This is an optimization exercise on Yosys and OpenROAD, whose aim is small area, a short achievable clock period and few clock cycles per item, not a production implementation.
The RTL was checked by simulation tests, not by an equivalence proof against the original design.
Power figures rest on the tool's default switching activity, not on a simulated workload.

File: flow/config.mk
export PLATFORM = sky130hd
export DESIGN_NAME = scb_bank
export DESIGN_NICKNAME = scb_bank
export VERILOG_FILES = /design/flow/design.v
export SDC_FILE = /design/flow/constraint.sdc
export NUM_CORES = 4
export LEC_CHECK = 0
export CAP_MARGIN = 40
export CORE_MARGIN = 2
export CORE_UTILIZATION = 40
export CTS_BUF_LIST = sky130_fd_sc_hd__clkbuf_4
export SLEW_MARGIN = 40
export TNS_END_PERCENT = 10
File: flow/constraint.sdc
create_clock -name core_clock -period 50.0 [get_ports {clk}]
set_input_delay 10.0000 -clock core_clock [delete_from_list [all_inputs] [get_ports {clk}]]
set_output_delay 10.0000 -clock core_clock [all_outputs]
set_load 0.01 [all_outputs]
File: flow/design.v
module scb_bank (
    input  wire         clk,
    input  wire         rst,           
    input  wire         cmd_valid,
    output wire         cmd_ready,
    input  wire [2:0]   cmd_op,
    input  wire [7:0]   cmd_id,
    input  wire [15:0]  cmd_val,
    input  wire [253:0] cmd_bank,
    output reg          rsp_valid,
    output wire [7:0]   rsp_status,
    output wire [7:0]   rsp_detail,
    output reg  [14:0]  rsp_value,
    output reg  [4:0]   rsp_index,
    output wire [253:0] rsp_bank
);
    localparam [2:0] OP_LOAD = 3'd0, OP_STORE = 3'd1, OP_GET = 3'd2, OP_SET = 3'd3,
                     OP_INC  = 3'd4, OP_ISFULL = 3'd5, OP_TOTAL = 3'd6, OP_FINDMAX = 3'd7;
    reg  [253:0] nbank;
    wire [253:0] bank = ~nbank;
    assign rsp_bank = bank;
    reg       ready_r;
    reg       v0;
    reg [2:0] op0;
    reg [4:0] id0;
    reg       idbad0;
    reg [9:0] val0;
    reg       vbad0;
    assign cmd_ready = ready_r;
    wire acc      = cmd_valid & ready_r;
    wire load_now = acc & (cmd_op == OP_LOAD);
    always @(posedge clk) begin
        if (rst) begin
            v0      <= 1'b0;
            ready_r <= 1'b1;
        end else begin
            v0      <= acc;
            ready_r <= ~(acc & (cmd_op == OP_STORE));
        end
        op0    <= cmd_op;
        id0    <= cmd_id[4:0];
        idbad0 <= (cmd_id > 8'd24);
        val0   <= cmd_val[9:0];
        vbad0  <= |cmd_val[15:10];
    end
    reg [9:0] cur;
    integer i;
    always @(*) begin
        cur = 10'd0;
        for (i = 0; i < 25; i = i + 1)
            if (id0 == i)
                cur = cur | bank[10*i +: 10];
    end
    wire sat = &cur;
    wire inc_ok = v0 & (op0 == OP_INC) & ~idbad0 & ~sat;
    wire set_ok = v0 & (op0 == OP_SET) & ~idbad0 & ~vbad0;
    wire we     = inc_ok | set_ok;
    wire [9:0] wdata = op0[2] ? cur + 10'd1 : val0;
    wire ts251, tc252, ts255, tc256, ts259, tc260, ts263, tc264, ts267, tc268, ts271, tc272;
    wire ts275, tc276, ts279, tc280, ts283, tc284, ts287, tc288, ts291, tc292, ts295, tc296;
    wire ts299, tc300, ts303, tc304, ts307, tc308, ts311, tc312, ts315, tc316, ts319, tc320;
    wire ts323, tc324, ts327, tc328, ts331, tc332, ts335, tc336, ts339, tc340, ts343, tc344;
    wire ts347, tc348, ts351, tc352, ts355, tc356, ts359, tc360, ts363, tc364, ts367, tc368;
    wire ts371, tc372, ts375, tc376, ts379, tc380, ts383, tc384, ts387, tc388, ts391, tc392;
    wire ts395, tc396, ts399, tc400, ts403, tc404, ts407, tc408, ts411, tc412, ts415, tc416;
    wire ts419, tc420, ts423, tc424, ts427, tc428, ts431, tc432, ts435, tc436, ts439, tc440;
    wire ts443, tc444, ts447, tc448, ts451, tc452, ts455, tc456, ts459, tc460, ts463, tc464;
    wire ts467, tc468, ts471, tc472, ts475, tc476, ts479, tc480, ts483, tc484, ts487, tc488;
    wire ts491, tc492, ts495, tc496, ts499, tc500, ts503, tc504, ts507, tc508, ts511, tc512;
    wire ts515, tc516, ts519, tc520, ts523, tc524, ts527, tc528, ts531, tc532, ts535, tc536;
    wire ts539, tc540, ts543, tc544, ts547, tc548, ts551, tc552, ts555, tc556, ts559, tc560;
    wire ts563, tc564, ts567, tc568, ts571, tc572, ts575, tc576, ts579, tc580, ts583, tc584;
    wire ts587, tc588, ts591, tc592, ts595, tc596, ts599, tc600, ts603, tc604, ts607, tc608;
    wire ts611, tc612, ts615, tc616, ts619, tc620, ts623, tc624, ts627, tc628, ts631, tc632;
    wire ts635, tc636, ts639, tc640, ts643, tc644, ts647, tc648, ts651, tc652, ts655, tc656;
    wire ts659, tc660, ts663, tc664, ts667, tc668, ts671, tc672, ts675, tc676, ts679, tc680;
    wire ts683, tc684, ts687, tc688, ts691, tc692, ts695, tc696, ts699, tc700, ts703, tc704;
    wire ts707, tc708, ts711, tc712, ts715, tc716, ts719, tc720, ts723, tc724, ts727, tc728;
    wire ts731, tc732, ts735, tc736, ts739, tc740, ts743, tc744, ts747, tc748, ts751, tc752;
    wire ts755, tc756, ts759, tc760, ts763, tc764, ts767, tc768, ts771, tc772, ts775, tc776;
    wire ts779, tc780, ts783, tc784, ts787, tc788, ts791, tc792, ts795, tc796, ts799, tc800;
    wire ts803, tc804, ts807, tc808, ts811, tc812, ts815, tc816, ts819, tc820, ts823, tc824;
    wire ts827, tc828, ts831, tc832, ts835, tc836, ts839, tc840, ts843, tc844, ts847, tc848;
    wire ts851, tc852, ts855, tc856, ts859, tc860, ts863, tc864, ts867, tc868, ts871, tc872;
    wire ts875, tc876, ts879, tc880, ts883, tc884, ts887, tc888, ts891, tc892, ts895, tc896;
    wire ts899, tc900, ts903, tc904, ts907, tc908, ts911, tc912, ts915, tc916, ts919, tc920;
    wire ts923, tc924, ts927, tc928, ts931, tc932, ts935, tc936, ts939, tc940, ts943, tc944;
    wire ts947, tc948, ts951, tc952, ts955, tc956, ts959, tc960, ts963, tc964, ts967, tc968;
    wire ts971, tc972, ts975, tc976, ts979, tc980, ts983, tc984, ts987, tc988, ts991, tc992;
    wire ts995, tc996, ts999, tc1000, ts1003, tc1004, ts1007, tc1008, ts1011, tc1012, ts1015, tc1016;
    wire ts1019, tc1020, ts1023, tc1024, ts1027, tc1028, ts1031, tc1032, ts1035, tc1036, ts1039, tc1040;
    wire ts1043, tc1044, ts1047, tc1048, ts1051, tc1052, ts1055, tc1056, ts1059, tc1060, ts1063, tc1064;
    wire ts1067, tc1068, ts1071, tc1072, ts1075, tc1076, ts1079, tc1080, ts1083, tc1084, ts1087, tc1088;
    wire ts1091, tc1092, ts1095, tc1096, ts1099, tc1100, ts1103, tc1104, ts1107, tc1108, ts1111, tc1112;
    wire ts1115, tc1116, ts1119, tc1120, ts1123, tc1124, ts1127, tc1128, ts1131, tc1132, ts1135, tc1136;
    wire ts1139, tc1140, ts1143, tc1144, ts1147, tc1148, ts1151, tc1152, ts1155, tc1156, ts1159, tc1160;
    wire ts1163, tc1164, ts1167, tc1168, ts1171, tc1172, ts1175, tc1176, ts1179, tc1180, ts1183, tc1184;
    wire ts1187, tc1188, ts1191, tc1192, ts1195, tc1196, ts1199, tc1200, ts1203, tc1204, ts1207, tc1208;
    assign ts251 = nbank[0] ^ nbank[10] ^ nbank[20];
    assign tc252 = (nbank[0] & nbank[10]) | (nbank[0] & nbank[20]) | (nbank[10] & nbank[20]);
    assign ts255 = nbank[30] ^ nbank[40] ^ nbank[50];
    assign tc256 = (nbank[30] & nbank[40]) | (nbank[30] & nbank[50]) | (nbank[40] & nbank[50]);
    assign ts259 = nbank[60] ^ nbank[70] ^ nbank[80];
    assign tc260 = (nbank[60] & nbank[70]) | (nbank[60] & nbank[80]) | (nbank[70] & nbank[80]);
    assign ts263 = nbank[90] ^ nbank[100] ^ nbank[110];
    assign tc264 = (nbank[90] & nbank[100]) | (nbank[90] & nbank[110]) | (nbank[100] & nbank[110]);
    assign ts267 = nbank[120] ^ nbank[130] ^ nbank[140];
    assign tc268 = (nbank[120] & nbank[130]) | (nbank[120] & nbank[140]) | (nbank[130] & nbank[140]);
    assign ts271 = nbank[150] ^ nbank[160] ^ nbank[170];
    assign tc272 = (nbank[150] & nbank[160]) | (nbank[150] & nbank[170]) | (nbank[160] & nbank[170]);
    assign ts275 = nbank[180] ^ nbank[190] ^ nbank[200];
    assign tc276 = (nbank[180] & nbank[190]) | (nbank[180] & nbank[200]) | (nbank[190] & nbank[200]);
    assign ts279 = nbank[210] ^ nbank[220] ^ nbank[230];
    assign tc280 = (nbank[210] & nbank[220]) | (nbank[210] & nbank[230]) | (nbank[220] & nbank[230]);
    assign ts283 = nbank[240] ^ ts251 ^ ts255;
    assign tc284 = (nbank[240] & ts251) | (nbank[240] & ts255) | (ts251 & ts255);
    assign ts287 = ts259 ^ ts263 ^ ts267;
    assign tc288 = (ts259 & ts263) | (ts259 & ts267) | (ts263 & ts267);
    assign ts291 = ts271 ^ ts275 ^ ts279;
    assign tc292 = (ts271 & ts275) | (ts271 & ts279) | (ts275 & ts279);
    assign ts295 = ts283 ^ ts287 ^ ts291;
    assign tc296 = (ts283 & ts287) | (ts283 & ts291) | (ts287 & ts291);
    assign ts299 = nbank[1] ^ nbank[11] ^ nbank[21];
    assign tc300 = (nbank[1] & nbank[11]) | (nbank[1] & nbank[21]) | (nbank[11] & nbank[21]);
    assign ts303 = nbank[31] ^ nbank[41] ^ nbank[51];
    assign tc304 = (nbank[31] & nbank[41]) | (nbank[31] & nbank[51]) | (nbank[41] & nbank[51]);
    assign ts307 = nbank[61] ^ nbank[71] ^ nbank[81];
    assign tc308 = (nbank[61] & nbank[71]) | (nbank[61] & nbank[81]) | (nbank[71] & nbank[81]);
    assign ts311 = nbank[91] ^ nbank[101] ^ nbank[111];
    assign tc312 = (nbank[91] & nbank[101]) | (nbank[91] & nbank[111]) | (nbank[101] & nbank[111]);
    assign ts315 = nbank[121] ^ nbank[131] ^ nbank[141];
    assign tc316 = (nbank[121] & nbank[131]) | (nbank[121] & nbank[141]) | (nbank[131] & nbank[141]);
    assign ts319 = nbank[151] ^ nbank[161] ^ nbank[171];
    assign tc320 = (nbank[151] & nbank[161]) | (nbank[151] & nbank[171]) | (nbank[161] & nbank[171]);
    assign ts323 = nbank[181] ^ nbank[191] ^ nbank[201];
    assign tc324 = (nbank[181] & nbank[191]) | (nbank[181] & nbank[201]) | (nbank[191] & nbank[201]);
    assign ts327 = nbank[211] ^ nbank[221] ^ nbank[231];
    assign tc328 = (nbank[211] & nbank[221]) | (nbank[211] & nbank[231]) | (nbank[221] & nbank[231]);
    assign ts331 = nbank[241] ^ tc252 ^ tc256;
    assign tc332 = (nbank[241] & tc252) | (nbank[241] & tc256) | (tc252 & tc256);
    assign ts335 = tc260 ^ tc264 ^ tc268;
    assign tc336 = (tc260 & tc264) | (tc260 & tc268) | (tc264 & tc268);
    assign ts339 = tc272 ^ tc276 ^ tc280;
    assign tc340 = (tc272 & tc276) | (tc272 & tc280) | (tc276 & tc280);
    assign ts343 = ts299 ^ ts303 ^ ts307;
    assign tc344 = (ts299 & ts303) | (ts299 & ts307) | (ts303 & ts307);
    assign ts347 = ts311 ^ ts315 ^ ts319;
    assign tc348 = (ts311 & ts315) | (ts311 & ts319) | (ts315 & ts319);
    assign ts351 = ts323 ^ ts327 ^ tc284;
    assign tc352 = (ts323 & ts327) | (ts323 & tc284) | (ts327 & tc284);
    assign ts355 = tc288 ^ tc292 ^ ts331;
    assign tc356 = (tc288 & tc292) | (tc288 & ts331) | (tc292 & ts331);
    assign ts359 = ts335 ^ ts339 ^ ts343;
    assign tc360 = (ts335 & ts339) | (ts335 & ts343) | (ts339 & ts343);
    assign ts363 = ts347 ^ tc296 ^ ts351;
    assign tc364 = (ts347 & tc296) | (ts347 & ts351) | (tc296 & ts351);
    assign ts367 = ts355 ^ ts359 ^ ts363;
    assign tc368 = (ts355 & ts359) | (ts355 & ts363) | (ts359 & ts363);
    assign ts371 = nbank[2] ^ nbank[12] ^ nbank[22];
    assign tc372 = (nbank[2] & nbank[12]) | (nbank[2] & nbank[22]) | (nbank[12] & nbank[22]);
    assign ts375 = nbank[32] ^ nbank[42] ^ nbank[52];
    assign tc376 = (nbank[32] & nbank[42]) | (nbank[32] & nbank[52]) | (nbank[42] & nbank[52]);
    assign ts379 = nbank[62] ^ nbank[72] ^ nbank[82];
    assign tc380 = (nbank[62] & nbank[72]) | (nbank[62] & nbank[82]) | (nbank[72] & nbank[82]);
    assign ts383 = nbank[92] ^ nbank[102] ^ nbank[112];
    assign tc384 = (nbank[92] & nbank[102]) | (nbank[92] & nbank[112]) | (nbank[102] & nbank[112]);
    assign ts387 = nbank[122] ^ nbank[132] ^ nbank[142];
    assign tc388 = (nbank[122] & nbank[132]) | (nbank[122] & nbank[142]) | (nbank[132] & nbank[142]);
    assign ts391 = nbank[152] ^ nbank[162] ^ nbank[172];
    assign tc392 = (nbank[152] & nbank[162]) | (nbank[152] & nbank[172]) | (nbank[162] & nbank[172]);
    assign ts395 = nbank[182] ^ nbank[192] ^ nbank[202];
    assign tc396 = (nbank[182] & nbank[192]) | (nbank[182] & nbank[202]) | (nbank[192] & nbank[202]);
    assign ts399 = nbank[212] ^ nbank[222] ^ nbank[232];
    assign tc400 = (nbank[212] & nbank[222]) | (nbank[212] & nbank[232]) | (nbank[222] & nbank[232]);
    assign ts403 = nbank[242] ^ tc300 ^ tc304;
    assign tc404 = (nbank[242] & tc300) | (nbank[242] & tc304) | (tc300 & tc304);
    assign ts407 = tc308 ^ tc312 ^ tc316;
    assign tc408 = (tc308 & tc312) | (tc308 & tc316) | (tc312 & tc316);
    assign ts411 = tc320 ^ tc324 ^ tc328;
    assign tc412 = (tc320 & tc324) | (tc320 & tc328) | (tc324 & tc328);
    assign ts415 = ts371 ^ ts375 ^ ts379;
    assign tc416 = (ts371 & ts375) | (ts371 & ts379) | (ts375 & ts379);
    assign ts419 = ts383 ^ ts387 ^ ts391;
    assign tc420 = (ts383 & ts387) | (ts383 & ts391) | (ts387 & ts391);
    assign ts423 = ts395 ^ ts399 ^ tc332;
    assign tc424 = (ts395 & ts399) | (ts395 & tc332) | (ts399 & tc332);
    assign ts427 = tc336 ^ tc340 ^ tc344;
    assign tc428 = (tc336 & tc340) | (tc336 & tc344) | (tc340 & tc344);
    assign ts431 = tc348 ^ ts403 ^ ts407;
    assign tc432 = (tc348 & ts403) | (tc348 & ts407) | (ts403 & ts407);
    assign ts435 = ts411 ^ ts415 ^ ts419;
    assign tc436 = (ts411 & ts415) | (ts411 & ts419) | (ts415 & ts419);
    assign ts439 = tc352 ^ tc356 ^ ts423;
    assign tc440 = (tc352 & tc356) | (tc352 & ts423) | (tc356 & ts423);
    assign ts443 = tc360 ^ ts427 ^ ts431;
    assign tc444 = (tc360 & ts427) | (tc360 & ts431) | (ts427 & ts431);
    assign ts447 = ts435 ^ tc364 ^ ts439;
    assign tc448 = (ts435 & tc364) | (ts435 & ts439) | (tc364 & ts439);
    assign ts451 = ts443 ^ tc368 ^ ts447;
    assign tc452 = (ts443 & tc368) | (ts443 & ts447) | (tc368 & ts447);
    assign ts455 = nbank[3] ^ nbank[13] ^ nbank[23];
    assign tc456 = (nbank[3] & nbank[13]) | (nbank[3] & nbank[23]) | (nbank[13] & nbank[23]);
    assign ts459 = nbank[33] ^ nbank[43] ^ nbank[53];
    assign tc460 = (nbank[33] & nbank[43]) | (nbank[33] & nbank[53]) | (nbank[43] & nbank[53]);
    assign ts463 = nbank[63] ^ nbank[73] ^ nbank[83];
    assign tc464 = (nbank[63] & nbank[73]) | (nbank[63] & nbank[83]) | (nbank[73] & nbank[83]);
    assign ts467 = nbank[93] ^ nbank[103] ^ nbank[113];
    assign tc468 = (nbank[93] & nbank[103]) | (nbank[93] & nbank[113]) | (nbank[103] & nbank[113]);
    assign ts471 = nbank[123] ^ nbank[133] ^ nbank[143];
    assign tc472 = (nbank[123] & nbank[133]) | (nbank[123] & nbank[143]) | (nbank[133] & nbank[143]);
    assign ts475 = nbank[153] ^ nbank[163] ^ nbank[173];
    assign tc476 = (nbank[153] & nbank[163]) | (nbank[153] & nbank[173]) | (nbank[163] & nbank[173]);
    assign ts479 = nbank[183] ^ nbank[193] ^ nbank[203];
    assign tc480 = (nbank[183] & nbank[193]) | (nbank[183] & nbank[203]) | (nbank[193] & nbank[203]);
    assign ts483 = nbank[213] ^ nbank[223] ^ nbank[233];
    assign tc484 = (nbank[213] & nbank[223]) | (nbank[213] & nbank[233]) | (nbank[223] & nbank[233]);
    assign ts487 = nbank[243] ^ tc372 ^ tc376;
    assign tc488 = (nbank[243] & tc372) | (nbank[243] & tc376) | (tc372 & tc376);
    assign ts491 = tc380 ^ tc384 ^ tc388;
    assign tc492 = (tc380 & tc384) | (tc380 & tc388) | (tc384 & tc388);
    assign ts495 = tc392 ^ tc396 ^ tc400;
    assign tc496 = (tc392 & tc396) | (tc392 & tc400) | (tc396 & tc400);
    assign ts499 = ts455 ^ ts459 ^ ts463;
    assign tc500 = (ts455 & ts459) | (ts455 & ts463) | (ts459 & ts463);
    assign ts503 = ts467 ^ ts471 ^ ts475;
    assign tc504 = (ts467 & ts471) | (ts467 & ts475) | (ts471 & ts475);
    assign ts507 = ts479 ^ ts483 ^ tc404;
    assign tc508 = (ts479 & ts483) | (ts479 & tc404) | (ts483 & tc404);
    assign ts511 = tc408 ^ tc412 ^ tc416;
    assign tc512 = (tc408 & tc412) | (tc408 & tc416) | (tc412 & tc416);
    assign ts515 = tc420 ^ ts487 ^ ts491;
    assign tc516 = (tc420 & ts487) | (tc420 & ts491) | (ts487 & ts491);
    assign ts519 = ts495 ^ ts499 ^ ts503;
    assign tc520 = (ts495 & ts499) | (ts495 & ts503) | (ts499 & ts503);
    assign ts523 = tc424 ^ tc428 ^ tc432;
    assign tc524 = (tc424 & tc428) | (tc424 & tc432) | (tc428 & tc432);
    assign ts527 = ts507 ^ tc436 ^ ts511;
    assign tc528 = (ts507 & tc436) | (ts507 & ts511) | (tc436 & ts511);
    assign ts531 = ts515 ^ ts519 ^ tc440;
    assign tc532 = (ts515 & ts519) | (ts515 & tc440) | (ts519 & tc440);
    assign ts535 = tc444 ^ ts523 ^ ts527;
    assign tc536 = (tc444 & ts523) | (tc444 & ts527) | (ts523 & ts527);
    assign ts539 = tc448 ^ ts531 ^ ts535;
    assign tc540 = (tc448 & ts531) | (tc448 & ts535) | (ts531 & ts535);
    assign ts543 = ~(tc452 ^ ts539);
    assign tc544 = tc452 | ts539;
    assign ts547 = nbank[4] ^ nbank[14] ^ nbank[24];
    assign tc548 = (nbank[4] & nbank[14]) | (nbank[4] & nbank[24]) | (nbank[14] & nbank[24]);
    assign ts551 = nbank[34] ^ nbank[44] ^ nbank[54];
    assign tc552 = (nbank[34] & nbank[44]) | (nbank[34] & nbank[54]) | (nbank[44] & nbank[54]);
    assign ts555 = nbank[64] ^ nbank[74] ^ nbank[84];
    assign tc556 = (nbank[64] & nbank[74]) | (nbank[64] & nbank[84]) | (nbank[74] & nbank[84]);
    assign ts559 = nbank[94] ^ nbank[104] ^ nbank[114];
    assign tc560 = (nbank[94] & nbank[104]) | (nbank[94] & nbank[114]) | (nbank[104] & nbank[114]);
    assign ts563 = nbank[124] ^ nbank[134] ^ nbank[144];
    assign tc564 = (nbank[124] & nbank[134]) | (nbank[124] & nbank[144]) | (nbank[134] & nbank[144]);
    assign ts567 = nbank[154] ^ nbank[164] ^ nbank[174];
    assign tc568 = (nbank[154] & nbank[164]) | (nbank[154] & nbank[174]) | (nbank[164] & nbank[174]);
    assign ts571 = nbank[184] ^ nbank[194] ^ nbank[204];
    assign tc572 = (nbank[184] & nbank[194]) | (nbank[184] & nbank[204]) | (nbank[194] & nbank[204]);
    assign ts575 = nbank[214] ^ nbank[224] ^ nbank[234];
    assign tc576 = (nbank[214] & nbank[224]) | (nbank[214] & nbank[234]) | (nbank[224] & nbank[234]);
    assign ts579 = nbank[244] ^ tc456 ^ tc460;
    assign tc580 = (nbank[244] & tc456) | (nbank[244] & tc460) | (tc456 & tc460);
    assign ts583 = tc464 ^ tc468 ^ tc472;
    assign tc584 = (tc464 & tc468) | (tc464 & tc472) | (tc468 & tc472);
    assign ts587 = tc476 ^ tc480 ^ tc484;
    assign tc588 = (tc476 & tc480) | (tc476 & tc484) | (tc480 & tc484);
    assign ts591 = ts547 ^ ts551 ^ ts555;
    assign tc592 = (ts547 & ts551) | (ts547 & ts555) | (ts551 & ts555);
    assign ts595 = ts559 ^ ts563 ^ ts567;
    assign tc596 = (ts559 & ts563) | (ts559 & ts567) | (ts563 & ts567);
    assign ts599 = ts571 ^ ts575 ^ tc488;
    assign tc600 = (ts571 & ts575) | (ts571 & tc488) | (ts575 & tc488);
    assign ts603 = tc492 ^ tc496 ^ tc500;
    assign tc604 = (tc492 & tc496) | (tc492 & tc500) | (tc496 & tc500);
    assign ts607 = tc504 ^ ts579 ^ ts583;
    assign tc608 = (tc504 & ts579) | (tc504 & ts583) | (ts579 & ts583);
    assign ts611 = ts587 ^ ts591 ^ ts595;
    assign tc612 = (ts587 & ts591) | (ts587 & ts595) | (ts591 & ts595);
    assign ts615 = tc508 ^ tc512 ^ tc516;
    assign tc616 = (tc508 & tc512) | (tc508 & tc516) | (tc512 & tc516);
    assign ts619 = ts599 ^ tc520 ^ ts603;
    assign tc620 = (ts599 & tc520) | (ts599 & ts603) | (tc520 & ts603);
    assign ts623 = ts607 ^ ts611 ^ tc524;
    assign tc624 = (ts607 & ts611) | (ts607 & tc524) | (ts611 & tc524);
    assign ts627 = tc528 ^ ts615 ^ ts619;
    assign tc628 = (tc528 & ts615) | (tc528 & ts619) | (ts615 & ts619);
    assign ts631 = tc532 ^ ts623 ^ tc536;
    assign tc632 = (tc532 & ts623) | (tc532 & tc536) | (ts623 & tc536);
    assign ts635 = ts627 ^ tc540 ^ ts631;
    assign tc636 = (ts627 & tc540) | (ts627 & ts631) | (tc540 & ts631);
    assign ts639 = ~(tc544 ^ ts635);
    assign tc640 = tc544 | ts635;
    assign ts643 = nbank[5] ^ nbank[15] ^ nbank[25];
    assign tc644 = (nbank[5] & nbank[15]) | (nbank[5] & nbank[25]) | (nbank[15] & nbank[25]);
    assign ts647 = nbank[35] ^ nbank[45] ^ nbank[55];
    assign tc648 = (nbank[35] & nbank[45]) | (nbank[35] & nbank[55]) | (nbank[45] & nbank[55]);
    assign ts651 = nbank[65] ^ nbank[75] ^ nbank[85];
    assign tc652 = (nbank[65] & nbank[75]) | (nbank[65] & nbank[85]) | (nbank[75] & nbank[85]);
    assign ts655 = nbank[95] ^ nbank[105] ^ nbank[115];
    assign tc656 = (nbank[95] & nbank[105]) | (nbank[95] & nbank[115]) | (nbank[105] & nbank[115]);
    assign ts659 = nbank[125] ^ nbank[135] ^ nbank[145];
    assign tc660 = (nbank[125] & nbank[135]) | (nbank[125] & nbank[145]) | (nbank[135] & nbank[145]);
    assign ts663 = nbank[155] ^ nbank[165] ^ nbank[175];
    assign tc664 = (nbank[155] & nbank[165]) | (nbank[155] & nbank[175]) | (nbank[165] & nbank[175]);
    assign ts667 = nbank[185] ^ nbank[195] ^ nbank[205];
    assign tc668 = (nbank[185] & nbank[195]) | (nbank[185] & nbank[205]) | (nbank[195] & nbank[205]);
    assign ts671 = nbank[215] ^ nbank[225] ^ nbank[235];
    assign tc672 = (nbank[215] & nbank[225]) | (nbank[215] & nbank[235]) | (nbank[225] & nbank[235]);
    assign ts675 = nbank[245] ^ tc548 ^ tc552;
    assign tc676 = (nbank[245] & tc548) | (nbank[245] & tc552) | (tc548 & tc552);
    assign ts679 = tc556 ^ tc560 ^ tc564;
    assign tc680 = (tc556 & tc560) | (tc556 & tc564) | (tc560 & tc564);
    assign ts683 = tc568 ^ tc572 ^ tc576;
    assign tc684 = (tc568 & tc572) | (tc568 & tc576) | (tc572 & tc576);
    assign ts687 = ts643 ^ ts647 ^ ts651;
    assign tc688 = (ts643 & ts647) | (ts643 & ts651) | (ts647 & ts651);
    assign ts691 = ts655 ^ ts659 ^ ts663;
    assign tc692 = (ts655 & ts659) | (ts655 & ts663) | (ts659 & ts663);
    assign ts695 = ts667 ^ ts671 ^ tc580;
    assign tc696 = (ts667 & ts671) | (ts667 & tc580) | (ts671 & tc580);
    assign ts699 = tc584 ^ tc588 ^ tc592;
    assign tc700 = (tc584 & tc588) | (tc584 & tc592) | (tc588 & tc592);
    assign ts703 = tc596 ^ ts675 ^ ts679;
    assign tc704 = (tc596 & ts675) | (tc596 & ts679) | (ts675 & ts679);
    assign ts707 = ts683 ^ ts687 ^ ts691;
    assign tc708 = (ts683 & ts687) | (ts683 & ts691) | (ts687 & ts691);
    assign ts711 = tc600 ^ tc604 ^ tc608;
    assign tc712 = (tc600 & tc604) | (tc600 & tc608) | (tc604 & tc608);
    assign ts715 = ts695 ^ tc612 ^ ts699;
    assign tc716 = (ts695 & tc612) | (ts695 & ts699) | (tc612 & ts699);
    assign ts719 = ts703 ^ ts707 ^ tc616;
    assign tc720 = (ts703 & ts707) | (ts703 & tc616) | (ts707 & tc616);
    assign ts723 = tc620 ^ ts711 ^ ts715;
    assign tc724 = (tc620 & ts711) | (tc620 & ts715) | (ts711 & ts715);
    assign ts727 = tc624 ^ ts719 ^ tc628;
    assign tc728 = (tc624 & ts719) | (tc624 & tc628) | (ts719 & tc628);
    assign ts731 = ts723 ^ tc632 ^ ts727;
    assign tc732 = (ts723 & tc632) | (ts723 & ts727) | (tc632 & ts727);
    assign ts735 = tc636 ^ ts731 ^ tc640;
    assign tc736 = (tc636 & ts731) | (tc636 & tc640) | (ts731 & tc640);
    assign ts739 = nbank[6] ^ nbank[16] ^ nbank[26];
    assign tc740 = (nbank[6] & nbank[16]) | (nbank[6] & nbank[26]) | (nbank[16] & nbank[26]);
    assign ts743 = nbank[36] ^ nbank[46] ^ nbank[56];
    assign tc744 = (nbank[36] & nbank[46]) | (nbank[36] & nbank[56]) | (nbank[46] & nbank[56]);
    assign ts747 = nbank[66] ^ nbank[76] ^ nbank[86];
    assign tc748 = (nbank[66] & nbank[76]) | (nbank[66] & nbank[86]) | (nbank[76] & nbank[86]);
    assign ts751 = nbank[96] ^ nbank[106] ^ nbank[116];
    assign tc752 = (nbank[96] & nbank[106]) | (nbank[96] & nbank[116]) | (nbank[106] & nbank[116]);
    assign ts755 = nbank[126] ^ nbank[136] ^ nbank[146];
    assign tc756 = (nbank[126] & nbank[136]) | (nbank[126] & nbank[146]) | (nbank[136] & nbank[146]);
    assign ts759 = nbank[156] ^ nbank[166] ^ nbank[176];
    assign tc760 = (nbank[156] & nbank[166]) | (nbank[156] & nbank[176]) | (nbank[166] & nbank[176]);
    assign ts763 = nbank[186] ^ nbank[196] ^ nbank[206];
    assign tc764 = (nbank[186] & nbank[196]) | (nbank[186] & nbank[206]) | (nbank[196] & nbank[206]);
    assign ts767 = nbank[216] ^ nbank[226] ^ nbank[236];
    assign tc768 = (nbank[216] & nbank[226]) | (nbank[216] & nbank[236]) | (nbank[226] & nbank[236]);
    assign ts771 = nbank[246] ^ tc644 ^ tc648;
    assign tc772 = (nbank[246] & tc644) | (nbank[246] & tc648) | (tc644 & tc648);
    assign ts775 = tc652 ^ tc656 ^ tc660;
    assign tc776 = (tc652 & tc656) | (tc652 & tc660) | (tc656 & tc660);
    assign ts779 = tc664 ^ tc668 ^ tc672;
    assign tc780 = (tc664 & tc668) | (tc664 & tc672) | (tc668 & tc672);
    assign ts783 = ts739 ^ ts743 ^ ts747;
    assign tc784 = (ts739 & ts743) | (ts739 & ts747) | (ts743 & ts747);
    assign ts787 = ts751 ^ ts755 ^ ts759;
    assign tc788 = (ts751 & ts755) | (ts751 & ts759) | (ts755 & ts759);
    assign ts791 = ts763 ^ ts767 ^ tc676;
    assign tc792 = (ts763 & ts767) | (ts763 & tc676) | (ts767 & tc676);
    assign ts795 = tc680 ^ tc684 ^ tc688;
    assign tc796 = (tc680 & tc684) | (tc680 & tc688) | (tc684 & tc688);
    assign ts799 = tc692 ^ ts771 ^ ts775;
    assign tc800 = (tc692 & ts771) | (tc692 & ts775) | (ts771 & ts775);
    assign ts803 = ts779 ^ ts783 ^ ts787;
    assign tc804 = (ts779 & ts783) | (ts779 & ts787) | (ts783 & ts787);
    assign ts807 = tc696 ^ tc700 ^ tc704;
    assign tc808 = (tc696 & tc700) | (tc696 & tc704) | (tc700 & tc704);
    assign ts811 = ts791 ^ tc708 ^ ts795;
    assign tc812 = (ts791 & tc708) | (ts791 & ts795) | (tc708 & ts795);
    assign ts815 = ts799 ^ ts803 ^ tc712;
    assign tc816 = (ts799 & ts803) | (ts799 & tc712) | (ts803 & tc712);
    assign ts819 = tc716 ^ ts807 ^ ts811;
    assign tc820 = (tc716 & ts807) | (tc716 & ts811) | (ts807 & ts811);
    assign ts823 = tc720 ^ ts815 ^ tc724;
    assign tc824 = (tc720 & ts815) | (tc720 & tc724) | (ts815 & tc724);
    assign ts827 = ts819 ^ tc728 ^ ts823;
    assign tc828 = (ts819 & tc728) | (ts819 & ts823) | (tc728 & ts823);
    assign ts831 = tc732 ^ ts827 ^ tc736;
    assign tc832 = (tc732 & ts827) | (tc732 & tc736) | (ts827 & tc736);
    assign ts835 = nbank[7] ^ nbank[17] ^ nbank[27];
    assign tc836 = (nbank[7] & nbank[17]) | (nbank[7] & nbank[27]) | (nbank[17] & nbank[27]);
    assign ts839 = nbank[37] ^ nbank[47] ^ nbank[57];
    assign tc840 = (nbank[37] & nbank[47]) | (nbank[37] & nbank[57]) | (nbank[47] & nbank[57]);
    assign ts843 = nbank[67] ^ nbank[77] ^ nbank[87];
    assign tc844 = (nbank[67] & nbank[77]) | (nbank[67] & nbank[87]) | (nbank[77] & nbank[87]);
    assign ts847 = nbank[97] ^ nbank[107] ^ nbank[117];
    assign tc848 = (nbank[97] & nbank[107]) | (nbank[97] & nbank[117]) | (nbank[107] & nbank[117]);
    assign ts851 = nbank[127] ^ nbank[137] ^ nbank[147];
    assign tc852 = (nbank[127] & nbank[137]) | (nbank[127] & nbank[147]) | (nbank[137] & nbank[147]);
    assign ts855 = nbank[157] ^ nbank[167] ^ nbank[177];
    assign tc856 = (nbank[157] & nbank[167]) | (nbank[157] & nbank[177]) | (nbank[167] & nbank[177]);
    assign ts859 = nbank[187] ^ nbank[197] ^ nbank[207];
    assign tc860 = (nbank[187] & nbank[197]) | (nbank[187] & nbank[207]) | (nbank[197] & nbank[207]);
    assign ts863 = nbank[217] ^ nbank[227] ^ nbank[237];
    assign tc864 = (nbank[217] & nbank[227]) | (nbank[217] & nbank[237]) | (nbank[227] & nbank[237]);
    assign ts867 = nbank[247] ^ tc740 ^ tc744;
    assign tc868 = (nbank[247] & tc740) | (nbank[247] & tc744) | (tc740 & tc744);
    assign ts871 = tc748 ^ tc752 ^ tc756;
    assign tc872 = (tc748 & tc752) | (tc748 & tc756) | (tc752 & tc756);
    assign ts875 = tc760 ^ tc764 ^ tc768;
    assign tc876 = (tc760 & tc764) | (tc760 & tc768) | (tc764 & tc768);
    assign ts879 = ts835 ^ ts839 ^ ts843;
    assign tc880 = (ts835 & ts839) | (ts835 & ts843) | (ts839 & ts843);
    assign ts883 = ts847 ^ ts851 ^ ts855;
    assign tc884 = (ts847 & ts851) | (ts847 & ts855) | (ts851 & ts855);
    assign ts887 = ts859 ^ ts863 ^ tc772;
    assign tc888 = (ts859 & ts863) | (ts859 & tc772) | (ts863 & tc772);
    assign ts891 = tc776 ^ tc780 ^ tc784;
    assign tc892 = (tc776 & tc780) | (tc776 & tc784) | (tc780 & tc784);
    assign ts895 = tc788 ^ ts867 ^ ts871;
    assign tc896 = (tc788 & ts867) | (tc788 & ts871) | (ts867 & ts871);
    assign ts899 = ts875 ^ ts879 ^ ts883;
    assign tc900 = (ts875 & ts879) | (ts875 & ts883) | (ts879 & ts883);
    assign ts903 = tc792 ^ tc796 ^ tc800;
    assign tc904 = (tc792 & tc796) | (tc792 & tc800) | (tc796 & tc800);
    assign ts907 = ts887 ^ tc804 ^ ts891;
    assign tc908 = (ts887 & tc804) | (ts887 & ts891) | (tc804 & ts891);
    assign ts911 = ts895 ^ ts899 ^ tc808;
    assign tc912 = (ts895 & ts899) | (ts895 & tc808) | (ts899 & tc808);
    assign ts915 = tc812 ^ ts903 ^ ts907;
    assign tc916 = (tc812 & ts903) | (tc812 & ts907) | (ts903 & ts907);
    assign ts919 = tc816 ^ ts911 ^ tc820;
    assign tc920 = (tc816 & ts911) | (tc816 & tc820) | (ts911 & tc820);
    assign ts923 = ts915 ^ tc824 ^ ts919;
    assign tc924 = (ts915 & tc824) | (ts915 & ts919) | (tc824 & ts919);
    assign ts927 = tc828 ^ ts923 ^ tc832;
    assign tc928 = (tc828 & ts923) | (tc828 & tc832) | (ts923 & tc832);
    assign ts931 = nbank[8] ^ nbank[18] ^ nbank[28];
    assign tc932 = (nbank[8] & nbank[18]) | (nbank[8] & nbank[28]) | (nbank[18] & nbank[28]);
    assign ts935 = nbank[38] ^ nbank[48] ^ nbank[58];
    assign tc936 = (nbank[38] & nbank[48]) | (nbank[38] & nbank[58]) | (nbank[48] & nbank[58]);
    assign ts939 = nbank[68] ^ nbank[78] ^ nbank[88];
    assign tc940 = (nbank[68] & nbank[78]) | (nbank[68] & nbank[88]) | (nbank[78] & nbank[88]);
    assign ts943 = nbank[98] ^ nbank[108] ^ nbank[118];
    assign tc944 = (nbank[98] & nbank[108]) | (nbank[98] & nbank[118]) | (nbank[108] & nbank[118]);
    assign ts947 = nbank[128] ^ nbank[138] ^ nbank[148];
    assign tc948 = (nbank[128] & nbank[138]) | (nbank[128] & nbank[148]) | (nbank[138] & nbank[148]);
    assign ts951 = nbank[158] ^ nbank[168] ^ nbank[178];
    assign tc952 = (nbank[158] & nbank[168]) | (nbank[158] & nbank[178]) | (nbank[168] & nbank[178]);
    assign ts955 = nbank[188] ^ nbank[198] ^ nbank[208];
    assign tc956 = (nbank[188] & nbank[198]) | (nbank[188] & nbank[208]) | (nbank[198] & nbank[208]);
    assign ts959 = nbank[218] ^ nbank[228] ^ nbank[238];
    assign tc960 = (nbank[218] & nbank[228]) | (nbank[218] & nbank[238]) | (nbank[228] & nbank[238]);
    assign ts963 = nbank[248] ^ tc836 ^ tc840;
    assign tc964 = (nbank[248] & tc836) | (nbank[248] & tc840) | (tc836 & tc840);
    assign ts967 = tc844 ^ tc848 ^ tc852;
    assign tc968 = (tc844 & tc848) | (tc844 & tc852) | (tc848 & tc852);
    assign ts971 = tc856 ^ tc860 ^ tc864;
    assign tc972 = (tc856 & tc860) | (tc856 & tc864) | (tc860 & tc864);
    assign ts975 = ts931 ^ ts935 ^ ts939;
    assign tc976 = (ts931 & ts935) | (ts931 & ts939) | (ts935 & ts939);
    assign ts979 = ts943 ^ ts947 ^ ts951;
    assign tc980 = (ts943 & ts947) | (ts943 & ts951) | (ts947 & ts951);
    assign ts983 = ts955 ^ ts959 ^ tc868;
    assign tc984 = (ts955 & ts959) | (ts955 & tc868) | (ts959 & tc868);
    assign ts987 = tc872 ^ tc876 ^ tc880;
    assign tc988 = (tc872 & tc876) | (tc872 & tc880) | (tc876 & tc880);
    assign ts991 = tc884 ^ ts963 ^ ts967;
    assign tc992 = (tc884 & ts963) | (tc884 & ts967) | (ts963 & ts967);
    assign ts995 = ts971 ^ ts975 ^ ts979;
    assign tc996 = (ts971 & ts975) | (ts971 & ts979) | (ts975 & ts979);
    assign ts999 = tc888 ^ tc892 ^ tc896;
    assign tc1000 = (tc888 & tc892) | (tc888 & tc896) | (tc892 & tc896);
    assign ts1003 = ts983 ^ tc900 ^ ts987;
    assign tc1004 = (ts983 & tc900) | (ts983 & ts987) | (tc900 & ts987);
    assign ts1007 = ts991 ^ ts995 ^ tc904;
    assign tc1008 = (ts991 & ts995) | (ts991 & tc904) | (ts995 & tc904);
    assign ts1011 = tc908 ^ ts999 ^ ts1003;
    assign tc1012 = (tc908 & ts999) | (tc908 & ts1003) | (ts999 & ts1003);
    assign ts1015 = tc912 ^ ts1007 ^ tc916;
    assign tc1016 = (tc912 & ts1007) | (tc912 & tc916) | (ts1007 & tc916);
    assign ts1019 = ts1011 ^ tc920 ^ ts1015;
    assign tc1020 = (ts1011 & tc920) | (ts1011 & ts1015) | (tc920 & ts1015);
    assign ts1023 = tc924 ^ ts1019 ^ tc928;
    assign tc1024 = (tc924 & ts1019) | (tc924 & tc928) | (ts1019 & tc928);
    assign ts1027 = nbank[9] ^ nbank[19] ^ nbank[29];
    assign tc1028 = (nbank[9] & nbank[19]) | (nbank[9] & nbank[29]) | (nbank[19] & nbank[29]);
    assign ts1031 = nbank[39] ^ nbank[49] ^ nbank[59];
    assign tc1032 = (nbank[39] & nbank[49]) | (nbank[39] & nbank[59]) | (nbank[49] & nbank[59]);
    assign ts1035 = nbank[69] ^ nbank[79] ^ nbank[89];
    assign tc1036 = (nbank[69] & nbank[79]) | (nbank[69] & nbank[89]) | (nbank[79] & nbank[89]);
    assign ts1039 = nbank[99] ^ nbank[109] ^ nbank[119];
    assign tc1040 = (nbank[99] & nbank[109]) | (nbank[99] & nbank[119]) | (nbank[109] & nbank[119]);
    assign ts1043 = nbank[129] ^ nbank[139] ^ nbank[149];
    assign tc1044 = (nbank[129] & nbank[139]) | (nbank[129] & nbank[149]) | (nbank[139] & nbank[149]);
    assign ts1047 = nbank[159] ^ nbank[169] ^ nbank[179];
    assign tc1048 = (nbank[159] & nbank[169]) | (nbank[159] & nbank[179]) | (nbank[169] & nbank[179]);
    assign ts1051 = nbank[189] ^ nbank[199] ^ nbank[209];
    assign tc1052 = (nbank[189] & nbank[199]) | (nbank[189] & nbank[209]) | (nbank[199] & nbank[209]);
    assign ts1055 = nbank[219] ^ nbank[229] ^ nbank[239];
    assign tc1056 = (nbank[219] & nbank[229]) | (nbank[219] & nbank[239]) | (nbank[229] & nbank[239]);
    assign ts1059 = nbank[249] ^ tc932 ^ tc936;
    assign tc1060 = (nbank[249] & tc932) | (nbank[249] & tc936) | (tc932 & tc936);
    assign ts1063 = tc940 ^ tc944 ^ tc948;
    assign tc1064 = (tc940 & tc944) | (tc940 & tc948) | (tc944 & tc948);
    assign ts1067 = tc952 ^ tc956 ^ tc960;
    assign tc1068 = (tc952 & tc956) | (tc952 & tc960) | (tc956 & tc960);
    assign ts1071 = ts1027 ^ ts1031 ^ ts1035;
    assign tc1072 = (ts1027 & ts1031) | (ts1027 & ts1035) | (ts1031 & ts1035);
    assign ts1075 = ts1039 ^ ts1043 ^ ts1047;
    assign tc1076 = (ts1039 & ts1043) | (ts1039 & ts1047) | (ts1043 & ts1047);
    assign ts1079 = ts1051 ^ ts1055 ^ tc964;
    assign tc1080 = (ts1051 & ts1055) | (ts1051 & tc964) | (ts1055 & tc964);
    assign ts1083 = tc968 ^ tc972 ^ tc976;
    assign tc1084 = (tc968 & tc972) | (tc968 & tc976) | (tc972 & tc976);
    assign ts1087 = tc980 ^ ts1059 ^ ts1063;
    assign tc1088 = (tc980 & ts1059) | (tc980 & ts1063) | (ts1059 & ts1063);
    assign ts1091 = ts1067 ^ ts1071 ^ ts1075;
    assign tc1092 = (ts1067 & ts1071) | (ts1067 & ts1075) | (ts1071 & ts1075);
    assign ts1095 = tc984 ^ tc988 ^ tc992;
    assign tc1096 = (tc984 & tc988) | (tc984 & tc992) | (tc988 & tc992);
    assign ts1099 = ts1079 ^ tc996 ^ ts1083;
    assign tc1100 = (ts1079 & tc996) | (ts1079 & ts1083) | (tc996 & ts1083);
    assign ts1103 = ts1087 ^ ts1091 ^ tc1000;
    assign tc1104 = (ts1087 & ts1091) | (ts1087 & tc1000) | (ts1091 & tc1000);
    assign ts1107 = tc1004 ^ ts1095 ^ ts1099;
    assign tc1108 = (tc1004 & ts1095) | (tc1004 & ts1099) | (ts1095 & ts1099);
    assign ts1111 = tc1008 ^ ts1103 ^ tc1012;
    assign tc1112 = (tc1008 & ts1103) | (tc1008 & tc1012) | (ts1103 & tc1012);
    assign ts1115 = ts1107 ^ tc1016 ^ ts1111;
    assign tc1116 = (ts1107 & tc1016) | (ts1107 & ts1111) | (tc1016 & ts1111);
    assign ts1119 = tc1020 ^ ts1115 ^ tc1024;
    assign tc1120 = (tc1020 & ts1115) | (tc1020 & tc1024) | (ts1115 & tc1024);
    assign ts1123 = tc1028 ^ tc1032 ^ tc1036;
    assign tc1124 = (tc1028 & tc1032) | (tc1028 & tc1036) | (tc1032 & tc1036);
    assign ts1127 = tc1040 ^ tc1044 ^ tc1048;
    assign tc1128 = (tc1040 & tc1044) | (tc1040 & tc1048) | (tc1044 & tc1048);
    assign ts1131 = tc1052 ^ tc1056 ^ tc1060;
    assign tc1132 = (tc1052 & tc1056) | (tc1052 & tc1060) | (tc1056 & tc1060);
    assign ts1135 = tc1064 ^ tc1068 ^ tc1072;
    assign tc1136 = (tc1064 & tc1068) | (tc1064 & tc1072) | (tc1068 & tc1072);
    assign ts1139 = tc1076 ^ ts1123 ^ ts1127;
    assign tc1140 = (tc1076 & ts1123) | (tc1076 & ts1127) | (ts1123 & ts1127);
    assign ts1143 = tc1080 ^ tc1084 ^ tc1088;
    assign tc1144 = (tc1080 & tc1084) | (tc1080 & tc1088) | (tc1084 & tc1088);
    assign ts1147 = ts1131 ^ tc1092 ^ ts1135;
    assign tc1148 = (ts1131 & tc1092) | (ts1131 & ts1135) | (tc1092 & ts1135);
    assign ts1151 = ts1139 ^ tc1096 ^ tc1100;
    assign tc1152 = (ts1139 & tc1096) | (ts1139 & tc1100) | (tc1096 & tc1100);
    assign ts1155 = ts1143 ^ ts1147 ^ tc1104;
    assign tc1156 = (ts1143 & ts1147) | (ts1143 & tc1104) | (ts1147 & tc1104);
    assign ts1159 = tc1108 ^ ts1151 ^ ts1155;
    assign tc1160 = (tc1108 & ts1151) | (tc1108 & ts1155) | (ts1151 & ts1155);
    assign ts1163 = tc1112 ^ ts1159 ^ tc1116;
    assign tc1164 = (tc1112 & ts1159) | (tc1112 & tc1116) | (ts1159 & tc1116);
    assign ts1167 = ~(ts1163 ^ tc1120);
    assign tc1168 = ts1163 | tc1120;
    assign ts1171 = tc1124 ^ tc1128 ^ tc1132;
    assign tc1172 = (tc1124 & tc1128) | (tc1124 & tc1132) | (tc1128 & tc1132);
    assign ts1175 = tc1136 ^ tc1140 ^ tc1144;
    assign tc1176 = (tc1136 & tc1140) | (tc1136 & tc1144) | (tc1140 & tc1144);
    assign ts1179 = ts1171 ^ tc1148 ^ tc1152;
    assign tc1180 = (ts1171 & tc1148) | (ts1171 & tc1152) | (tc1148 & tc1152);
    assign ts1183 = ts1175 ^ tc1156 ^ ts1179;
    assign tc1184 = (ts1175 & tc1156) | (ts1175 & ts1179) | (tc1156 & ts1179);
    assign ts1187 = tc1160 ^ ts1183 ^ tc1164;
    assign tc1188 = (tc1160 & ts1183) | (tc1160 & tc1164) | (ts1183 & tc1164);
    assign ts1191 = ~(ts1187 ^ tc1168);
    assign tc1192 = ts1187 | tc1168;
    assign ts1195 = tc1172 ^ tc1176 ^ tc1180;
    assign tc1196 = (tc1172 & tc1176) | (tc1172 & tc1180) | (tc1176 & tc1180);
    assign ts1199 = tc1184 ^ ts1195 ^ tc1188;
    assign tc1200 = (tc1184 & ts1195) | (tc1184 & tc1188) | (ts1195 & tc1188);
    assign ts1203 = ~(ts1199 ^ tc1192);
    assign tc1204 = ts1199 | tc1192;
    assign ts1207 = tc1196 ^ tc1200 ^ tc1204;
    assign tc1208 = (tc1196 & tc1200) | (tc1196 & tc1204) | (tc1200 & tc1204);
    wire [14:0] total = ~{tc1208, ts1207, ts1203, ts1191, ts1167, ts1119, ts1023, ts927, ts831, ts735, ts639, ts543, ts451, ts367, ts295};
    reg [24:0] cand, hit;
    reg [9:0]  max_v;
    reg [4:0]  max_i;
    integer b;
    always @(*) begin
        cand = {25{1'b1}};
        for (b = 9; b >= 0; b = b - 1) begin
            for (i = 0; i < 25; i = i + 1)
                hit[i] = cand[i] & bank[10*i + b];
            max_v[b] = |hit;
            if (|hit)
                cand = hit;
        end
        max_i = 5'd0;
        for (i = 24; i >= 0; i = i - 1)
            if (cand[i])
                max_i = i;
    end
    reg [24:0] wr, hd;
    wire ld = load_now & ~rst;
    always @(*) begin
        for (i = 0; i < 25; i = i + 1) begin
            wr[i] = ~rst & ~load_now & we & (id0 == i);
            hd[i] = ~rst & ~load_now & ~(we & (id0 == i));
        end
    end
    wire hs = ~rst & ~load_now;
    reg [253:0] nbank_d;
    always @(*) begin
        for (i = 0; i < 25; i = i + 1)
            nbank_d[10*i +: 10] = ~(({10{ld}} & cmd_bank[10*i +: 10]) |
                                    ({10{wr[i]}} & wdata) |
                                    ({10{hd[i]}} & bank[10*i +: 10]));
        nbank_d[253:250] = ~(({4{ld}} & cmd_bank[253:250]) | ({4{hs}} & bank[253:250]));
    end
    always @(posedge clk)
        nbank <= nbank_d;
    wire id_op   = (op0 == OP_GET) | (op0 == OP_SET) | (op0 == OP_INC) | (op0 == OP_ISFULL);
    wire e_range = idbad0 & id_op;
    wire e_val   = ~idbad0 & (op0 == OP_SET) & vbad0;
    wire e_sat   = ~idbad0 & (op0 == OP_INC) & sat;
    reg [1:0] st;
    reg [2:0] dt;
    assign rsp_status = {6'd0, st};
    assign rsp_detail = {5'd0, dt};
    always @(posedge clk) begin
        rsp_valid <= ~rst & v0;
        st <= {e_range, e_range | e_val | e_sat};
        dt <= {e_sat, e_val, e_range | e_val};
        case (op0)
            OP_ISFULL:  rsp_value <= {14'd0, sat};
            OP_TOTAL:   rsp_value <= total;
            OP_FINDMAX: rsp_value <= {5'd0, max_v};
            default:    rsp_value <= {5'd0, cur};
        endcase
        rsp_index <= max_i;
    end
endmodule
File: flow/flow/run.sh
#!/bin/bash
# Standard ORFS layout, with two changes to how it is made:
#  - ports are buffered with sky130_fd_sc_hd__buf_1 instead of the buffer
#    buffer_ports picks by itself (clkdlybuf4s50_1);
#  - repair_timing is asked to keep a setup slack margin, so the resizer works
#    on the critical paths although the 50 ns clock is met with a wide margin.
# The design, clock period and constraints are the standard flow's, unchanged.
set -euo pipefail
export BUFFER_PORTS_ARGS="-buffer_cell sky130_fd_sc_hd__buf_1"
export SETUP_SLACK_MARGIN=38.5
bash standard.sh > standard.log 2>&1
File: flow/standard.sh
#!/bin/bash
# synth_recipe.tcl (not shown) runs the flow's synth.tcl, then flattens the netlist and writes it again
# the make line also repeats each setting of config.mk as NAME=value (left out here)
make -C /OpenROAD-flow-scripts/flow DESIGN_CONFIG=/design/flow/config.mk WORK_HOME=/design/flow/orfs CLKGATE_MAP_FILE= SYNTH_SCRIPT=/design/flow/synth_recipe.tcl "${@:-finish}"
==> impl.org, run 1 <==
** Synth
- Post-synthesis cell area :: 27300 sq um
- Largest family of logic cells by synthesized area :: compound AO/OA/AOI/OAI gates
- Post-synthesis sequential element count :: 302
- The synthesized netlist contains between 100 and 150 unique library cells.
- Async S/R FF share, synth :: 0%
- Yosys mapped a number of flops with a built-in enable equal to 0.
- Dividing the synthesized area by the synthesized cell count gives 7.83 sq um.
- Post-synthesis share of cell area spent on full adders, half adders and majority gates :: 17.7%
- The synthesized netlist devotes 33.0% of its cell area to compound gates.
- Top flip-flop cell by instance count after synthesis :: dfxtp_1
- Number of synthesis warnings :: 1
- Post-Syn Instances :: 3487
- The top cell type by area accounts for 22.1% of the synthesized area.
- Xor and xnor fraction of the mapped netlist area :: 0.289%
- Cell taking the most area after synthesis :: dfxtp_1
- Basic-gate share of the synthesized area counting and, or, nand and nor cells :: 14.7%
- Part of the Yosys area used for sequential elements :: 22.1%
- Top post-synthesis cells by area :: dfxtp_1 22%, fa_1 17%, o22ai_1 10%
- Multiplexer cells account for less than 1% of the synthesized area.

** Floorplan
- X dimension of the die :: 265 microns
- After floorplanning, the core was divided into 95 placement rows.
- DIE AREA :: 70400 sq um
- IO Pins :: between 500 and 600
- The floorplan step set the die height to around 270 microns.
- The total area inside the core boundary comes to between 60000 and 70000 sq um.
- The initial utilization of the core area, before any placement, comes to 40.5%.

** Min path
- In this run the most critical hold path is launched from nbank[250].
- For hold timing, the worst endpoint is nbank[250].
- Counting instances, the worst hold path has a depth of 2.
- Class of the most critical hold timing path :: flop to flop

** Routing
- After detailed routing, the number of remaining DRC violations is 0.
- Detailed routing inserted a total of 38863 vias.
- Number of DRC markers after the initial detailed-route iteration :: 7659
- Number of detailed-route iterations in the first pass :: 12
- DRT Wirelength :: between 200000 and 250000 microns
- Post-DR wirelength/cell :: 43.1 microns
- In the routed layout, each cell is associated on average with a via count of 7.52.
- Number of nets still failing antenna checks after routing :: 0

** Power and ir drop
- The analysis attributes to cell leakage a power of 13.9 nW.
- Power density over cell area :: 28.0 nW/um^2
- The worst-case IR drop observed on VDD is roughly 19 uV.
- After layout, the design draws a total of 0.968 mW.

** Global route
- The first global-routing pass estimated between 200000 and 300000 microns of wire.
- For this run, the total global-route usage over all layers was measured as 60.5%.
- Number of antenna violations at the first check in global routing :: 17
- For this run the aggregate overflow at the end of global routing stands at 0.
- Maximum number of pins on one net before global-route repair :: 123
- The via count of the first global-routing pass came to 36288.

** Placement
- Routability-driven placement finished with a final weighted congestion of 1.20.
- Detailed placement finished with a half-perimeter wire length of 162000 microns.
- Number of placed cells counting well taps :: 4839
- Input and output buffers added on the ports amount to 564.

** STA
- Unrepaired setup endpoints after global routing :: true
- Top achievable clock speed :: ~0.084 GHz
- Setup total negative slack on the finished layout was measured at 0 ns.
- The hold violation count in the final report is 0.
- Final setup fails :: 0
- Across the routed clock network, the largest skew measured is roughly 0.085 ns.
- Max-slew headroom :: 32.8%
- The worst path uses 23.9% of the clock period.
- After layout, the minimum clock period comes to 11.95 ns.
- Max Transition Viols Final :: 0
- For the pin with the worst max-slew slack, the measured transition is between 1 and 1.5 ns.

** Worst setup path
- Crit Path Class :: flop to output pin
- For the worst setup path, the data arrival time is between 1.5 and 2 ns.
- Cell depth of the worst flop-to-flop path :: 32
- Source of the worst register-to-register timing path :: nbank[139]
- Endpoint required time on the critical path :: 40.00 ns
- Across all register-to-register paths, the minimum setup slack is 38.58 ns.
- Element type at the critical path end :: output pin
- In this run the critical register-to-register path is captured at rsp_index[2].
- STA classifies the critical path startpoint as a flop.
- In this run the worst path has a maximum fanout of 2.

** Clock tree
- Clock-pin slew reported for the worst setup and hold paths after clock tree synthesis :: 0.09 ns
- Clock tree synthesis found a total of 302 sinks.
- Maximum number of buffers from clock root to sink :: 3
- CTS tree :: yes
- The cell sitting at the root of the clock tree is a clkbuf_4.
- In this run, CTS created clock tree buffers numbering 88.
- Count of H-tree levels built during CTS :: 3
- Clock latency reported for the late side of the worst-skew pair :: about 0.95 ns
- The number of hold buffers added after CTS was 0.

** Final layout
- Nets@finish :: 4741
- Post-synthesis to final-layout area growth :: 26.5%
- Post-layout instance count excluding filler cells :: 5167
- Proportion of layout cells with a drive suffix above 1 :: approximately 20%

** Run
- Across the run, the number of max-cap violations was 0.

** Run status
- Status :: timing/DRC/antenna clean
where the power goes:
group	total, mW	switching (mW)	internal (mW)
combinational	0.453	0.323	0.131
clock	0.255	0.127	0.129
sequential	0.259	0.0106	0.248
what timing repair did:
item / CTS / global route
gates cloned: 0 / 2
endpoints found under the setup margin: 315 / 227
pin swaps: 0 / 1
gates resized for setup: 298 / 89
setup buffers: 114 / 39
layout by cell type (no fill, tap or decap), types with 30 or more instances in the layout:
cell type / Yosys / routed
o21ai_0: 83 / 80
a211o_1: 31 / 31
nand4_1: 37 / 37
a2111oi_0: 55 / 49
o22ai_1: 455 / 455
nand2_1: 112 / 109
dfxtp_2: 0 / 49
clkbuf_4: 0 / 122
o21ai_1: 44 / 30
buf_6: 4 / 39
a211oi_1: 38 / 37
inv_1: 479 / 393
nor3_1: 129 / 128
nor4_1: 78 / 73
fa_1: 235 / 235
a21oi_1: 346 / 345
or3_1: 45 / 45
dfxtp_4: 0 / 54
a21o_1: 32 / 32
nor2_1: 165 / 163
buf_1: 6 / 535
nand3_1: 37 / 37
o211ai_1: 32 / 32
clkinvlp_4: 0 / 75
buf_4: 23 / 336
dfxtp_1: 302 / 199
logic make-up after synthesis:
logic type / Yosys count
compound gates: 1369
buf+inv: 808
simple gates: 742
flops: 302
fa+ha+maj: 245
mux: 11
xor+xnor: 9
other cells: 1
metal layers:
layer	wire length (microns)	track usage (%)	vias to the layer above
met2	80700	76.9	4535
met3	42200	40.9	1513
met1	77700	70.4	18423
met5	981	7.69	-
li1	-	-	14352
met4	21300	43.0	40
critical path: stages (launching register included):
cell and delay [ns]:
dfxtp_2 0.34, buf_6 0.16, clkinvlp_4 0.28, buf_6 0.22
worst max path at each step:
stage	to	slack [ns]	depth (start not counted)	start
floorplan	nbank[100]	38.56	6	cmd_op[0]
global placement	nbank[253]	37.59	5	cmd_op[0]
detailed placement	nbank[151]	37.50	6	cmd_op[0]
CTS	rsp_bank[35]	38.19	3	nbank[35]
global route	rsp_bank[35]	38.14	3	nbank[35]
finish	rsp_bank[35]	38.05	3	nbank[35]
synthesized netlist by cell type, types with 44 or more instances:
library cell / count
dfxtp_1: 302
inv_1: 479
nor2_1: 165
nand2_1: 112
o21ai_0: 83
clkbuf_1: 235
fa_1: 235
o22ai_1: 455
nor3_1: 129
nor4_1: 78
buf_2: 57
or3_1: 45
o21ai_1: 44
a21oi_1: 346
a2111oi_0: 55
area by class of cell:
class                   instances  area (sq um)
diodes                         16          40.0
well taps                     873          1090
flip-flops and latches        302          6310
fillers                      6697         32800
multi-input cells            2387         18300
inverters                     483          2120
repair buffers                950          5530
clock buffers                 122           916
clock inverters                34           229
state kept, by name (all words and copies together), names as in the netlist:
signal     cells
rsp_valid      1
id0            5
op0            3
st             2
dt             3
rsp_value     15
v0             1
nbank        254
rsp_index      5
ready_r        1
val0          10
idbad0         1
vbad0          1
metrics by stage:
stage,hold WS (ns),area (sq um),util (%),worst slack [ns]
6_report,0.470,34500,51.3,38.05
5_1_grt,0.491,34500,51.2,38.14
4_1_cts,0.467,33900,50.3,38.19
3_5_place_dp,0.457,31100,46.1,37.50
3_3_place_gp,0.453,30900,45.9,37.59
2_1_floorplan,0.433,27400,-,38.56
Testbench counts, summed over its fixed seeds: cycles 16,527, commands 16,000.
==> inputs of run 2 (changes only) <==
--- a/flow/flow/run.sh
+++ b/flow/flow/run.sh
@@ -9,3 +9,3 @@
 export BUFFER_PORTS_ARGS="-buffer_cell sky130_fd_sc_hd__buf_1"
-export SETUP_SLACK_MARGIN=38.5
+export SETUP_SLACK_MARGIN=38.8
 bash standard.sh > standard.log 2>&1
--- a/flow/config.mk
+++ b/flow/config.mk
@@ -7,2 +7,3 @@
 export LEC_CHECK = 0
+export ABC_AREA = 1
 export CAP_MARGIN = 40
==> impl.org, run 2 <==
** STA
- The final number of max-transition violations was 0.
- Top achievable clock speed :: between 0.08 and 0.09 GHz
- Setup repair after global routing could not meet its margin everywhere.
- On the final layout, the worst clock skew is 0.0686 ns.
- In the post-route analysis, the smallest setup slack over all paths is 38.47 ns.
- The hold violation count in the final report is 0.
- Final setup TNS :: 0 ns
- Actual slew at the worst max-slew pin :: 0.918 ns
- Setup violations remaining at the end of the flow were counted as 0.
- Shortest clock period the worst path allows after layout :: 11.53 ns
- The final critical path takes up 23.1% of the cycle.
- The worst pin sits at a relative slew slack of 38.2%.

** Final layout
- Most common library cell in the layout ignoring fill and taps :: nand2_1
- The final layout contains 4636 nets.
- Relative to the synthesized area, the layout overhead comes to 34.2%.
- The register with the most flip-flops in the layout has 254 of them.
- Of the cells placed in the final design, the portion with a size suffix greater than 1 is between 30% and 40%.
- Largest Register :: nbank
- The largest registers in the layout are nbank x254, rsp_value x15, val0 x10.
- Top library cells by usage in the layout, fill and taps aside :: 582 x nand2_1, 379 x inv_1, 364 x nor2_1
- Final-layout fill cell count :: 6069

** Run
- Max-cap violation count :: 0

** Synth
- Async S/R FF share, synth :: 0%
- Unique masters post-synth :: 44
- Cell taking the most area after synthesis :: dfxtp_1
- Post-synthesis cell area :: 24200 sq um
- Post-synthesis sequential element count :: 302
- Top post-synthesis cells by area :: dfxtp_1 25%, fa_1 19%, nand2_1 9.9%
- After technology mapping, the gate count stands at 3317.
- By instance count, the leading cell after synthesis is nand2_1.
- The top cell type by area accounts for 25.0% of the synthesized area.
- Part of the Yosys area used for sequential elements :: 25.0%
- Number of synthesis warnings :: 1
- After synthesis, the most frequently instantiated cells are 641 x nand2_1, 608 x inv_1, 398 x nor2_1.
- In this run, synthesis inferred 0 flip-flops with an integrated enable.
- Post-synthesis average cell area :: around 7.3 sq um
- Among all flip-flop cells after synthesis, the most frequent one is dfxtp_1.

** Routing
- After detailed routing, the average wire length per cell comes to 27.2 microns.
- Via count :: between 20000 and 30000
- The final layout contains routed wiring with a total length of 135000 microns.
- Using the TritonRoute via totals, the vias-per-cell ratio works out to 5.87.
- DRC violation count after routing :: 0
- In this run the remaining antenna-violating nets after routing total 0.
- The first routing iteration left 3980 violations.
- Number of detailed-route iterations in the first pass :: 14

** Power and ir drop
- Across the VDD grid, the largest voltage drop is around 28 uV.
- Share of total power in combinational logic :: 63.9%
- Power density over cell area :: 42.0 nW/um^2
- Fraction of power spent switching nets :: 51.7%
- Sequential cell fraction of total power :: around a fifth
- Leakage power total :: 15.9 nW
- Cell internal power was estimated by the tool at 0.659 mW.
- The clock network burns 17.5% of the power.
- Net switching power figure :: 0.705 mW

** Floorplan
- The floorplan step defined a die boundary enclosing between 60000 and 70000 sq um.
- Die boundary height :: between 200 and 250 microns
- Site row count :: 90
- Once the floorplan was initialized, standard cells occupied 40.2% of the core.
- IO Pins :: 576
- The die is roughly 250 microns wide.
- Core region area :: 60100 sq um

** Clock tree
- Clk root buf :: clkbuf_4
- In this run the deepest clock path goes through 3 buffers.
- The clock reaches the later pin of the worst-skew pair after 0.91 ns.
- CTS tree :: yes
- Inserted Clock Buffers :: 88
- Buffers inserted to repair hold after CTS numbered 0.
- Sinks on Clock Net :: slightly above 300
- Clock-pin slew was measured on the worst setup and hold paths at approximately 0.070 ns.
- In this run the number of H-tree levels came out at 3.

** Run status
- The run finished with no timing, DRC or antenna violations.

** Global route
- Remaining global-route overflow :: 0
- Maximum number of pins on one net before global-route repair :: 93
- Number of global-route vias before repair :: 27358
- GRT Total Usage :: slightly above 40%
- Number of antenna violations at the first check in global routing :: 4
- The first global-routing pass estimated 186000 microns of wire.

** Worst setup path
- Crit Path Class :: flop to output pin
- Maximum fanout along the worst path :: 4
- The worst setup path is launched from a flop.
- Data on the critical path is required at its endpoint by 40.00 ns.
- Data arrives at the worst endpoint at 1.53 ns.
- Element type at the critical path end :: output pin

** Placement
- During placement, the flow inserted port buffers numbering 564.
- Once detailed placement completed, the half-perimeter wirelength came to 105000 microns.
- At the placement stage, the worst setup path has a slack of 35.54 ns.
- Final RePlAce weighted congestion :: 1.05

** Min path
- In this run the worst hold path is classified as flop to flop.
## run 2: cell types whose count changed in the layout (fill, tap and decap cells not counted), moves of 106 or more
cell,delta
dfxtp_1,-106
nor3_1,-122
o22ai_1,-402
a21oi_1,-274
nand3_1,+272
inv_2,+157
nor2_1,+201
buf_2,+139
nand2_1,+473
a221oi_1,+241
buf_4,-135
buf_1,-197
## run 2: final timing paths
check             startpoint            end  slack [ns]  depth (start not counted)
hold reg to reg        vbad0          dt[1]        0.48                          2
hold / removal         vbad0          dt[1]        0.48                          2
setup reg to reg  nbank[129]   rsp_index[0]       38.88                         93
setup / recovery  nbank[141]  rsp_bank[141]       38.47                          2
## run 2: timing repair
item,in CTS,in global routing
gates cloned,19,19
pin swaps,26,60
endpoints found under the setup margin,542,478
setup buffers,73,112
gates resized for setup,855,348
## run 2: area by class of cell
| type | instances | area, sq um | area share (%) |
|---|---|---|---|
| Clock inverter | 34 | 190 | 0.586 |
| Inverter | 634 | 2590 | 7.98 |
| Timing Repair Buffer | 784 | 4880 | 15.0 |
| Clock buffer | 116 | 871 | 2.68 |
| Sequential cell | 302 | 6590 | 20.3 |
| Tap cell | 782 | 978 | 3.01 |
| Multi-Input combinational cell | 2297 | 16400 | 50.4 |
| Antenna cell | 6 | 15.0 | 0.0462 |
## run 2: metrics by stage
step	utilization (%)	hold slack [ns]	total power, mW	cell area [sq um]	instances
final	54.0	0.476	1.36	32500	4955
after global routing	54.0	0.485	1.45	32500	4955
after CTS	50.1	0.478	1.23	30200	4818
after detailed placement	44.8	0.468	0.938	27000	4576
after global placement	44.8	0.466	0.938	26900	4576
after floorplan	-	0.425	0.775	24400	3327
## run 2: cells by family (layout without fill, tap and decap cells)
kind of cell	Yosys count	in the layout	synth area share [%]
flops	302	302	25.0
fa+ha+maj	245	245	20.0
xor+xnor	4	4	0.145
buf+inv	759	1568	12.8
other cells	1	17	0.0155
compound gates	525	525	15.7
simple gates	1481	1512	26.4
## run 2: worst max-delay path, stage by stage (launching register included)
cell	delay, ns
dfxtp_2	0.35
inv_1	0.14
buf_2	0.16
## run 2: power by group through the flow
stage	Clock, mW	Combinational (mW)	Sequential [mW]
global placement	0	0.675	0.264
floorplan	0	0.513	0.263
CTS	0.239	0.735	0.255
detailed placement	0	0.675	0.264
finish	0.238	0.871	0.255
global route	0.253	0.937	0.255
## run 2: metal layers
| layer | wire, microns | share of wire [%] | global-route usage, % | vias up |
|---|---|---|---|---|
| met5 | 86 | 0.064 | 0 | - |
| met2 | 60500 | 45 | 65.6 | 2138 |
| met3 | 14200 | 11 | 10.1 | 550 |
| li1 | - | - | - | 12591 |
| met4 | 10800 | 8.0 | 23.9 | 4 |
| met1 | 49000 | 36 | 50.4 | 13806 |

-- port drivers added, routing unchanged --
The flow's constraints put no driver on any port. The routed layouts listed below were extracted and timed again, unchanged, in two steps.
Step 1 assumes that a clkbuf_16 drives the clock port and a buf_2 every other input.
Step 2 also shifts input and output timing later by t, the mid clock arrival at the registers, as if the neighbouring blocks saw the same clock.
Slacks: ideal ports / drivers / drivers and shift; pairs: ideal ports / drivers.
run | shift t [ns] | setup slack, ns | pins driven straight from the clock port
run 1 | 0.976 | 38.052 / 37.981 / 37.552 | 1
run 2 | 0.943 | 38.467 / 38.403 / 37.694 | 1
After both steps setup and hold are still met in every run listed. For run 2, which loses most, drivers alone change the setup slack by -0.064 ns; drivers and shift together by -0.773 ns.
